This is an optimization exercise on Yosys and OpenROAD, whose aim is small area, a short achievable clock period and few clock cycles, not a production implementation. At most, simulation tests tie the RTL to the original design; equivalence was not proved. Power is estimated from default activity; no workload was simulated.

==> flow/design.v (excerpt) <==
module rawc_seq (
    input  wire        clk,
    input  wire        rst,         
    input  wire        cmd_valid,
    output wire        cmd_ready,
    input  wire [31:0] cmd_word,
    input  wire        wr_valid,
    output wire        wr_ready,
    input  wire [7:0]  wr_byte,
    output wire        rd_valid,
    output wire [7:0]  rd_byte,
    output wire        rsp_valid,
    input  wire        rsp_ready,
    output wire [31:0] rsp_word,
    output wire        p_valid,
    input  wire        p_ready,
    output wire [3:0]  p_kind,
    output wire [5:0]  p_reg,
    output wire        p_word,
    output wire [15:0] p_wdata,
    input  wire [31:0] p_rdata
);
    localparam [3:0] K_RD    = 4'd1;    
    localparam [3:0] K_WR    = 4'd2;    
    localparam [3:0] K_ARD   = 4'd3;    
    localparam [3:0] K_ARDB  = 4'd4;    
    localparam [3:0] K_AWR   = 4'd5;    
    localparam [3:0] K_AWRB  = 4'd6;    
    localparam [3:0] K_EDIS  = 4'd7;    
    localparam [3:0] K_EEN   = 4'd8;    
    localparam [3:0] K_TMR   = 4'd9;    
    localparam [3:0] K_DLY   = 4'd10;   
    localparam [3:0] K_DIAG  = 4'd11;   
    localparam [3:0] OP_INIT     = 4'h1;
    localparam [3:0] OP_ALLOC_M  = 4'h2;
    localparam [3:0] OP_ALLOC_D  = 4'h3;
    localparam [3:0] OP_DEALL_M  = 4'h4;
    localparam [3:0] OP_DEALL_D  = 4'h5;
    localparam [3:0] OP_MOUNT_RX = 4'h6;
    localparam [3:0] OP_SEND_M   = 4'h7;
    localparam [3:0] OP_SET_IDX  = 4'h8;
    localparam [3:0] OP_GET_IDX  = 4'h9;
    localparam [3:0] OP_READ_B   = 4'hA;
    localparam [3:0] OP_WRITE_B  = 4'hB;
    localparam [3:0] OP_GET_ST   = 4'hC;
    localparam [3:0] OP_SET_ST   = 4'hD;
    localparam [3:0] OP_MOVE     = 4'hE;
    localparam [3:0] OP_RDCSR    = 4'hF;
    localparam [6:0] S_IDLE   = {3'd0, 4'd0};
    localparam [6:0] S_RSP    = {3'd1, 4'd0};
    localparam [6:0] S_RDINT  = {3'd6, K_RD};     
    localparam [6:0] S_RDBC   = {3'd3, K_RD};     
    localparam [6:0] S_FIFO   = {3'd7, K_RD};     
  ...
clock: 5.0 ns
lec_check: 0
cap_margin: 20
core_margin: 2
core_utilization: 55
cts_buf_list: sky130_fd_sc_hd__clkbuf_4 sky130_fd_sc_hd__clkbuf_8
setup_slack_margin: 1.5
slew_margin: 20
standard.sh (not shown) runs the stock make flow with config.mk's settings and CLKGATE_MAP_FILE= SYNTH_SCRIPT=/design/flow/synth_recipe.tcl, a recipe that flattens the netlist after the stock synthesis.
==> flow/flow/run.sh <==
#!/bin/bash
# Layout flow: the standard ORFS flow (standard.sh), with two changes:
#  - the port buffers inserted during placement use the smallest buffer cell;
#  - synthesis leaves adders to ABC instead of extracting half/full adder
#    cells (ADDER_MAP_FILE empty), so carry chains are mapped as logic.
# The synthesis script and its register names are the standard ones.
set -euo pipefail
export BUFFER_PORTS_ARGS="-buffer_cell sky130_fd_sc_hd__buf_1"
export ADDER_MAP_FILE=
bash standard.sh > standard_flow.log 2>&1
Change:
--- a/flow/design.v
+++ b/flow/design.v
@@ -295,17 +295,17 @@
         endcase
     end
     wire d = (dsel_hit && hit) || (dsel_tmo && tmo) || (dsel_nz && rd_nz) ||
              (dsel_go && go_mv) || (dsel_rd0 && rd0);
     wire rqA = (nA == S_RSP);
     wire rqB = (nB == S_RSP);
     wire pvA = !rqA && !(nA == S_AWRB && !wr_valid);
     wire pvB = !rqB && !(nB == S_AWRB && !wr_valid);
-    wire want_b = (st == S_AWR && !zlen) || (st == S_AWRB && !last_b);
+    wire want_b = (st == S_AWR) || (st == S_AWRB);
     assign wr_ready = (hs && want_b) || (st == S_AWRB && !pv);
     wire take_b = wr_ready && wr_valid;
     assign cmd_ready = (kind == 4'd0);
     wire acc = cmd_valid && cmd_ready;
     wire [3:0] c_op = cmd_word[31:28];
     wire [2:0] c_w  = cmd_word[26:24];
     wire       c_ok = legal(cmd_word);
     reg [5:0] oob_set, oob_clr;
- The changed run finished clean
- routed wire length shrinks by 1.4%
- total power goes up by 67%
- fmax rises by 3.8%
- utilization goes up by 0.14 points
- synthesized cell count rose by 2.0%
- global-route usage hardly moves
- clock power climbs by 29%
- sequential power came out higher by 27%
No run of this note included a check of the RTL's function; only the layout flow was run.

---

== job 101 ==
Another version of the RTL of rawc_seq (not shown whole).
Size: about 980 cells after synthesis, roughly 83 flip-flops, ~150 I/O pins, about 7600 um^2 of cells after synthesis.
Settings: LEC_CHECK=0, CAP_MARGIN=10, CORE_MARGIN=2, CORE_UTILIZATION=55, SETUP_SLACK_MARGIN=1.6, SLEW_MARGIN=10; clock period 5.0 ns.
==> flow/flow/run.sh <==
#!/bin/bash
# Layout flow: the standard ORFS flow (standard.sh), with these changes:
#  - the port buffers inserted during placement use the smallest buffer cell;
#  - synthesis leaves adders to ABC instead of extracting half/full adder
#    cells (ADDER_MAP_FILE empty), so carry chains are mapped as logic; the
#    synthesis script and its register names are the standard ones;
#  - clock tree synthesis uses clkbuf_4/clkbuf_8 and adds no dummy loads.
set -euo pipefail
export BUFFER_PORTS_ARGS="-buffer_cell sky130_fd_sc_hd__buf_1"
export ADDER_MAP_FILE=
export CTS_ARGS="-sink_clustering_enable -repair_clock_nets -buf_list {sky130_fd_sc_hd__clkbuf_4 sky130_fd_sc_hd__clkbuf_8} -dont_use_dummy_load"
bash standard.sh > standard_flow.log 2>&1
### job 101 -> job 102
--- a/flow/design.v
+++ b/flow/design.v
@@ -294,25 +294,25 @@
             S_ARDB:  begin nA = zlen || last_b && st == S_ARDB ? S_RSP : S_ARDB; nB = nA; end
             S_AWR,
             S_AWRB:  begin nA = zlen || last_b && st == S_AWRB ? S_RSP : S_AWRB; nB = nA; end
             default: ;
         endcase
     end
     wire d = (dsel_hit && hit) || (dsel_tmo && tmo) || (dsel_nz && rd_nz) ||
              (dsel_go && go_mv) || (dsel_rd0 && rd0);
     wire rqA = (nA == S_RSP);
     wire rqB = (nB == S_RSP);
     wire pvA = !rqA && !(nA == S_AWRB && !wr_valid);
     wire pvB = !rqB && !(nB == S_AWRB && !wr_valid);
-    wire want_b = (st == S_AWR) || (st == S_AWRB);
+    wire want_b = (st == S_AWR && !zlen) || (st == S_AWRB && !last_b);
     assign wr_ready = (hs && want_b) || (st == S_AWRB && !pv);
     wire take_b = wr_ready && wr_valid;
     assign cmd_ready = (kind == 4'd0);
     wire acc = cmd_valid && cmd_ready;
     wire [3:0] c_op = cmd_word[31:28];
     wire [2:0] c_w  = cmd_word[26:24];
     wire       c_ok = legal(cmd_word);
     reg [5:0] oob_set, oob_clr;
     always @(*) begin
         oob_set = 6'd0;
         oob_clr = 6'd0;
         if (hs) begin
@@ -388,25 +388,33 @@
             st <= st_o;
             pv <= pv_o;
             rq <= rq_o;
         end
     end
     always @(posedge clk) begin
         if (rst) begin
             mnt <= 2'd0;
         end else begin
             if (take_b) t0[23:16] <= wr_byte;
             if (hs) begin
                 case (st)
-                    S_EDIS:  prior <= rd0;
+                    S_EDIS: begin
+                        prior <= rd0;
+                        case (op)
+                            OP_INIT:     mnt <= 2'b00;
+                            OP_DEALL_D:  mnt[0] <= 1'b0;
+                            OP_MOUNT_RX: if (w == 3'd0) mnt[0] <= 1'b1;
+                            default: ;
+                        endcase
+                    end
                     S_T0:    t0 <= p_rdata;
                     S_DGI:   begin
                         diags[0] <= 1'b1;
                         t0[15:0] <= 16'd0;
                     end
                     S_DGX:   diags[1] <= 1'b1;
                     S_DGM:   diags[2] <= 1'b1;
                     S_DGZ:   begin
                         diags[3] <= 1'b1;
                         t0[15:0] <= 16'd0;
                     end
                     S_RDBC: begin
@@ -462,25 +470,19 @@
                     OP_DEALL_M:  begin w <= 3'd2; mp <= 3'd1; md <= 1'b0; end
                     OP_DEALL_D:  begin w <= 3'd0; mp <= 3'd2; md <= 1'b0; end
                     OP_MOUNT_RX: begin mp <= 3'd0; md <= 1'b1; end
                     OP_SEND_M:   begin w <= 3'd3; mp <= 3'd0; md <= 1'b0; end
                     default: ;
                 endcase
                 case (c_op)
                     OP_GET_ST: t0[15:0] <= {15'd0, mnt[c_w[0]]};
                     OP_SET_ST: t0[15:0] <= 16'd0;
                     OP_RDCSR:  t0[15:0] <= cmd_word[0] ? {14'd0, mnt} : {10'd0, oob};
                     default:   t0[15:0] <= cmd_word[15:0];
                 endcase
-                if (c_ok) begin
-                    case (c_op)
-                        OP_INIT:     mnt <= 2'b00;
-                        OP_DEALL_D:  mnt[0] <= 1'b0;
-                        OP_MOUNT_RX: if (c_w == 3'd0) mnt[0] <= 1'b1;
-                        OP_SET_ST:   mnt[c_w[0]] <= cmd_word[0];
-                        default: ;
-                    endcase
-                end
+                if (c_op == OP_SET_ST && !cmd_word[27] && cmd_word[26:25] == 2'd0 &&
+                    cmd_word[23:1] == 23'd0)
+                    mnt[c_w[0]] <= cmd_word[0];
             end
         end
     end
 endmodule
### Flow results
When the final numbers for job 102 and job 101 were put side by side, the xor-xnor portion of the synthesized cell area turned out to be smaller in job 101.
A capturing element of the worst setup path of p_wdata[5] is what job 102 shows, while t0[5] belongs to job 101.
| sum of routed wire segments on met1 | lower: job 101 |
The maximum cell stage delay along the critical path of job 102 and that of job 101 are within noise of each other.
The global-route usage of job 102 is higher than that of job 101.
Power share of the combinational group (higher): job 101
Between job 102 and job 101, the clock skew figures differ only marginally.
Per the comparison of job 102 with job 101, total design power now sits lower; multi-input gate area in the final layout now sits higher; non-clock buffer instance count of the final layout now sits lower.
Relative to job 101, job 102 degrades cell area.
From job 102 to job 101, number of diodes did not move at all.
Job 102 gives less net switching share of the total power than job 101 did.
Any difference in clock network fraction of design power between job 102 and job 101 is small enough to ignore.
No functional check of the RTL was part of any run of this note.

---

Another version of the RTL of rawc_seq (not shown whole).
For scale: ~990 cells after synthesis, roughly 84 flip-flops, roughly 7800 um2 of cells after synthesis.
// rawc_seq
module rawc_seq (
    input  wire        clk,
    input  wire        rst,         
    input  wire        cmd_valid,
    output wire        cmd_ready,
    input  wire [31:0] cmd_word,
    input  wire        wr_valid,
    output wire        wr_ready,
    input  wire [7:0]  wr_byte,
    output wire        rd_valid,
    output wire [7:0]  rd_byte,
    output wire        rsp_valid,
    input  wire        rsp_ready,
    output wire [31:0] rsp_word,
    output wire        p_valid,
    input  wire        p_ready,
    output wire [3:0]  p_kind,
    output wire [5:0]  p_reg,
    output wire        p_word,
    output wire [15:0] p_wdata,
    input  wire [31:0] p_rdata
);
export LEC_CHECK = 0
export CAP_MARGIN = 20
export CORE_MARGIN = 2
export CORE_UTILIZATION = 55
export CTS_BUF_LIST = sky130_fd_sc_hd__clkbuf_4 sky130_fd_sc_hd__clkbuf_8
export SETUP_SLACK_MARGIN = 1.5
export SLEW_MARGIN = 20
create_clock -name core_clock -period 5.0 [get_ports {clk}]
==> flow/flow/run.sh <==
#!/bin/bash
# Layout flow: the standard ORFS flow (standard.sh), with two changes:
#  - the port buffers inserted during placement use the smallest buffer cell;
#  - synthesis leaves adders to ABC instead of extracting half/full adder
#    cells (ADDER_MAP_FILE empty), so carry chains are mapped as logic.
# The synthesis script and its register names are the standard ones.
set -euo pipefail
export BUFFER_PORTS_ARGS="-buffer_cell sky130_fd_sc_hd__buf_1"
export ADDER_MAP_FILE=
bash standard.sh > standard_flow.log 2>&1
The first run produced a clean layout.
Next try:
--- a/flow/design.v
+++ b/flow/design.v
@@ -83,13 +83,12 @@
     reg        md;            
     reg        second;        
     reg [5:0]  oob;
     reg [1:0]  mnt;           
     reg [3:0]  diags;
     reg        prior;         
-    reg        rz;            
     reg [31:0] t0;
     function [5:0] reg_of;
         input [2:0] ww;
         input [2:0] which;    
         begin
             case (ww)
@@ -217,13 +216,13 @@
     assign p_wdata = use_byte ? {8'd0, t0[23:16]} :
                      use_fix  ? fix_data :
                      use_ctl  ? {md, mp, second ? 12'd0 : imm[11:0]} :
                      use_dz   ? {15'd0, (sub == 3'd2) && (op == OP_WRITE_B)} :
                      imm;
     assign rsp_valid = rq;
-    assign rsp_word  = {ill, 11'd0, diags, rz ? 16'd0 : t0[15:0]};
+    assign rsp_word  = {ill, 11'd0, diags, ill ? 16'd0 : t0[15:0]};
     wire [15:0] rd16    = p_rdata[15:0];
     wire        rd_nz   = (rd16 != 16'd0);
     wire        rd0     = p_rdata[0];
     wire [5:0]  dlo    = {1'b0, p_rdata[4:0]} - {1'b0, t0[4:0]};
     wire        blo    = dlo[5];
     wire [26:0] th     = p_rdata[31:5];
@@ -399,46 +398,50 @@
             if (hs) begin
                 case (st)
                     S_EDIS:  prior <= rd0;
                     S_T0:    t0 <= p_rdata;
                     S_DGI:   begin
                         diags[0] <= 1'b1;
+                        t0[15:0] <= 16'd0;
                     end
                     S_DGX:   diags[1] <= 1'b1;
                     S_DGM:   diags[2] <= 1'b1;
-                    S_DGZ:   diags[3] <= 1'b1;
+                    S_DGZ:   begin
+                        diags[3] <= 1'b1;
+                        t0[15:0] <= 16'd0;
+                    end
                     S_RDBC: begin
-                        if (op == OP_ALLOC_M || op == OP_ALLOC_D) begin
-                            t0[15:0] <= {15'd0, rd_nz};
-                            rz       <= second;
-                        end else begin
-                            t0[15:0] <= rd16;
-                        end
                         case (op)
                             OP_INIT: begin
                                 second <= 1'b1;
                                 w      <= 3'd4;
                                 md     <= 1'b1;
+                                t0[15:0] <= 16'd0;
                             end
                             OP_ALLOC_M: begin
+                                t0[15:0] <= {15'd0, rd_nz && !second};
                             end
                             OP_ALLOC_D: begin
+                                t0[15:0] <= {15'd0, rd_nz};
                                 if (rd_nz) mnt[1] <= 1'b1;
                             end
-                            default: ;
+                            OP_MOUNT_RX,
+                            OP_MOVE: t0[15:0] <= rd16;
+                            default: t0[15:0] <= 16'd0;
                         endcase
                     end
                     S_FIFO: begin
-                        rz <= 1'b1;
+                        t0[15:0] <= 16'd0;
                         if (!fifo_ok) begin
                             second <= 1'b1;
                             w      <= 3'd2;
                             md     <= 1'b0;
                         end
                     end
                     S_STAT: begin
+                        if (!rd0) t0[15:0] <= 16'd0;
                     end
                     S_GIDX:  t0[15:0] <= rd16;
                     S_ARDB,
                     S_AWRB:  imm <= dec16(imm);
                     default: ;
                 endcase
@@ -461,20 +464,16 @@
                     OP_MOUNT_RX: begin mp <= 3'd0; md <= 1'b1; end
                     OP_SEND_M:   begin w <= 3'd3; mp <= 3'd0; md <= 1'b0; end
                     default: ;
                 endcase
                 case (c_op)
                     OP_GET_ST: t0[15:0] <= {15'd0, mnt[c_w[0]]};
+                    OP_SET_ST: t0[15:0] <= 16'd0;
                     OP_RDCSR:  t0[15:0] <= cmd_word[0] ? {14'd0, mnt} : {10'd0, oob};
                     default:   t0[15:0] <= cmd_word[15:0];
                 endcase
-                case (c_op)
-                    OP_INIT, OP_DEALL_M, OP_DEALL_D, OP_SEND_M,
-                    OP_SET_IDX, OP_SET_ST: rz <= 1'b1;
-                    default:               rz <= !c_ok;
-                endcase
                 if (c_ok) begin
                     case (c_op)
                         OP_INIT:     mnt <= 2'b00;
                         OP_DEALL_D:  mnt[0] <= 1'b0;
                         OP_MOUNT_RX: if (c_w == 3'd0) mnt[0] <= 1'b1;
                         OP_SET_ST:   mnt[c_w[0]] <= cmd_word[0];
=>
- die area drops by 4.2%
- via count fell by about 4.6%
- total power is lower by 0.80%
- sequential power decreases by about 0.8%
- final area drops by about 5%
- register-to-register slack improved by 30 ps
- clock skew is about the same
- non-clock buffer count decreases by 8
- clock-buffer cell count went down by 3
Testbench counts after the change, summed over its fixed seeds: cycles 146,720.
The RTL of the first run of this note was laid out without a check of its function.

---

rawc_seq with an RTL version that a note above also has.
Size in the first run: about 79 flip-flops, about 150 I/O pins, ~7700 um^2 of cells after synthesis.
export LEC_CHECK = 0
export CAP_MARGIN = 10
export CORE_MARGIN = 2
export CORE_UTILIZATION = 55
export CTS_BUF_LIST = sky130_fd_sc_hd__clkbuf_4 sky130_fd_sc_hd__clkbuf_8
export SETUP_SLACK_MARGIN = 1.6
export SLEW_MARGIN = 10
create_clock -name core_clock -period 5.0 [get_ports {clk}]
Scripts as last shown in full above: flow/flow/run.sh
The baseline completed without violations.
==> next run, changes <==
--- a/flow/design.v
+++ b/flow/design.v
@@ -387,21 +387,29 @@
             rq <= rq_o;
         end
     end
     always @(posedge clk) begin
         if (rst) begin
             mnt <= 2'd0;
         end else begin
             if (take_b) t0[23:16] <= wr_byte;
             if (hs) begin
                 case (st)
-                    S_EDIS:  prior <= rd0;
+                    S_EDIS: begin
+                        prior <= rd0;
+                        case (op)
+                            OP_INIT:     mnt <= 2'b00;
+                            OP_DEALL_D:  mnt[0] <= 1'b0;
+                            OP_MOUNT_RX: if (w == 3'd0) mnt[0] <= 1'b1;
+                            default: ;
+                        endcase
+                    end
                     S_T0:    t0 <= p_rdata;
                     S_DGI:   begin
                         diags[0] <= 1'b1;
                     end
                     S_DGX:   diags[1] <= 1'b1;
                     S_DGM:   diags[2] <= 1'b1;
                     S_DGZ:   diags[3] <= 1'b1;
                     S_RDBC: begin
                         if (op == OP_ALLOC_M || op == OP_ALLOC_D) begin
                             t0[15:0] <= {15'd0, rd_nz};
@@ -457,23 +465,17 @@
                 case (c_op)
                     OP_GET_ST: t0[15:0] <= {15'd0, mnt[c_w[0]]};
                     OP_RDCSR:  t0[15:0] <= cmd_word[0] ? {14'd0, mnt} : {10'd0, oob};
                     default:   t0[15:0] <= cmd_word[15:0];
                 endcase
                 case (c_op)
                     OP_INIT, OP_DEALL_M, OP_DEALL_D, OP_SEND_M,
                     OP_SET_IDX, OP_SET_ST: rz <= 1'b1;
                     default:               rz <= !c_ok;
                 endcase
-                if (c_ok) begin
-                    case (c_op)
-                        OP_INIT:     mnt <= 2'b00;
-                        OP_DEALL_D:  mnt[0] <= 1'b0;
-                        OP_MOUNT_RX: if (c_w == 3'd0) mnt[0] <= 1'b1;
-                        OP_SET_ST:   mnt[c_w[0]] <= cmd_word[0];
-                        default: ;
-                    endcase
-                end
+                if (c_op == OP_SET_ST && !cmd_word[27] && cmd_word[26:25] == 2'd0 &&
+                    cmd_word[23:1] == 23'd0)
+                    mnt[c_w[0]] <= cmd_word[0];
             end
         end
     end
 endmodule
Result:
- The changed run produced a clean layout
- utilization rises by 2.2 points
- sequential power falls by 22%
- via count falls by 2.2%
- final cell count falls by about 2.3%
- power falls by 41%
Function was not checked in any run of this note: the RTL went through the layout flow alone.

static timing again, ports no longer ideal:
The flow's constraints put no driver on any port. The routed layouts listed below were extracted and timed again, unchanged, in two steps. Step 1 (the two cells are an assumption about what drives the block):
set clk [get_ports {clk}]
set_driving_cell -lib_cell sky130_fd_sc_hd__clkbuf_16 $clk
set_driving_cell -lib_cell sky130_fd_sc_hd__buf_2 [delete_from_list [all_inputs] $clk]
Step 2 adds t to the input delays and takes it off the output delays; t is the mean of the earliest and latest rising clock arrival at the registers after step 1. Input paths then give back, and output paths get back, about the clock's delay inside the block. Three values: ideal, step 1, step 2; two values: the first two.
run | t, ns | setup slack, ns | worst hold slack (ns) | worst slew at a driven data input, ns | cell pins on the clock port's net
the first run of note 1 | 0.422 | 1.380 / 1.341 / 1.077 | 0.563 / 0.563 / 0.563 | 0.04 | 1
the second run of note 1 | 0.414 | 1.512 / 1.472 / 1.333 | 0.506 / 0.506 / 0.506 | 0.05 | 1
job 101 | 0.416 | 1.620 / 1.620 / 1.288 | 0.535 / 0.535 / 0.535 | 0.04 | 1
job 102 | 0.417 | 1.622 / 1.584 / 1.353 | 0.527 / 0.527 / 0.527 | 0.04 | 1
the first run of note 3 | 0.414 | 1.556 / 1.519 / 1.282 | 0.529 / 0.529 / 0.529 | 0.04 | 1
the second run of note 3 | 0.423 | 1.486 / 1.445 / 1.247 | 0.534 / 0.534 / 0.534 | 0.04 | 1
the first run of note 4 | 0.415 | 1.587 / 1.546 / 1.368 | 0.507 / 0.507 / 0.507 | 0.05 | 1
the second run of note 4 | 0.413 | 1.597 / 1.561 / 1.201 | 0.518 / 0.518 / 0.518 | 0.04 | 1
After both steps setup and hold are still met in every run listed. For the second run of note 4, which loses most, drivers alone change the setup slack by -0.036 ns; drivers and shift together by -0.396 ns.
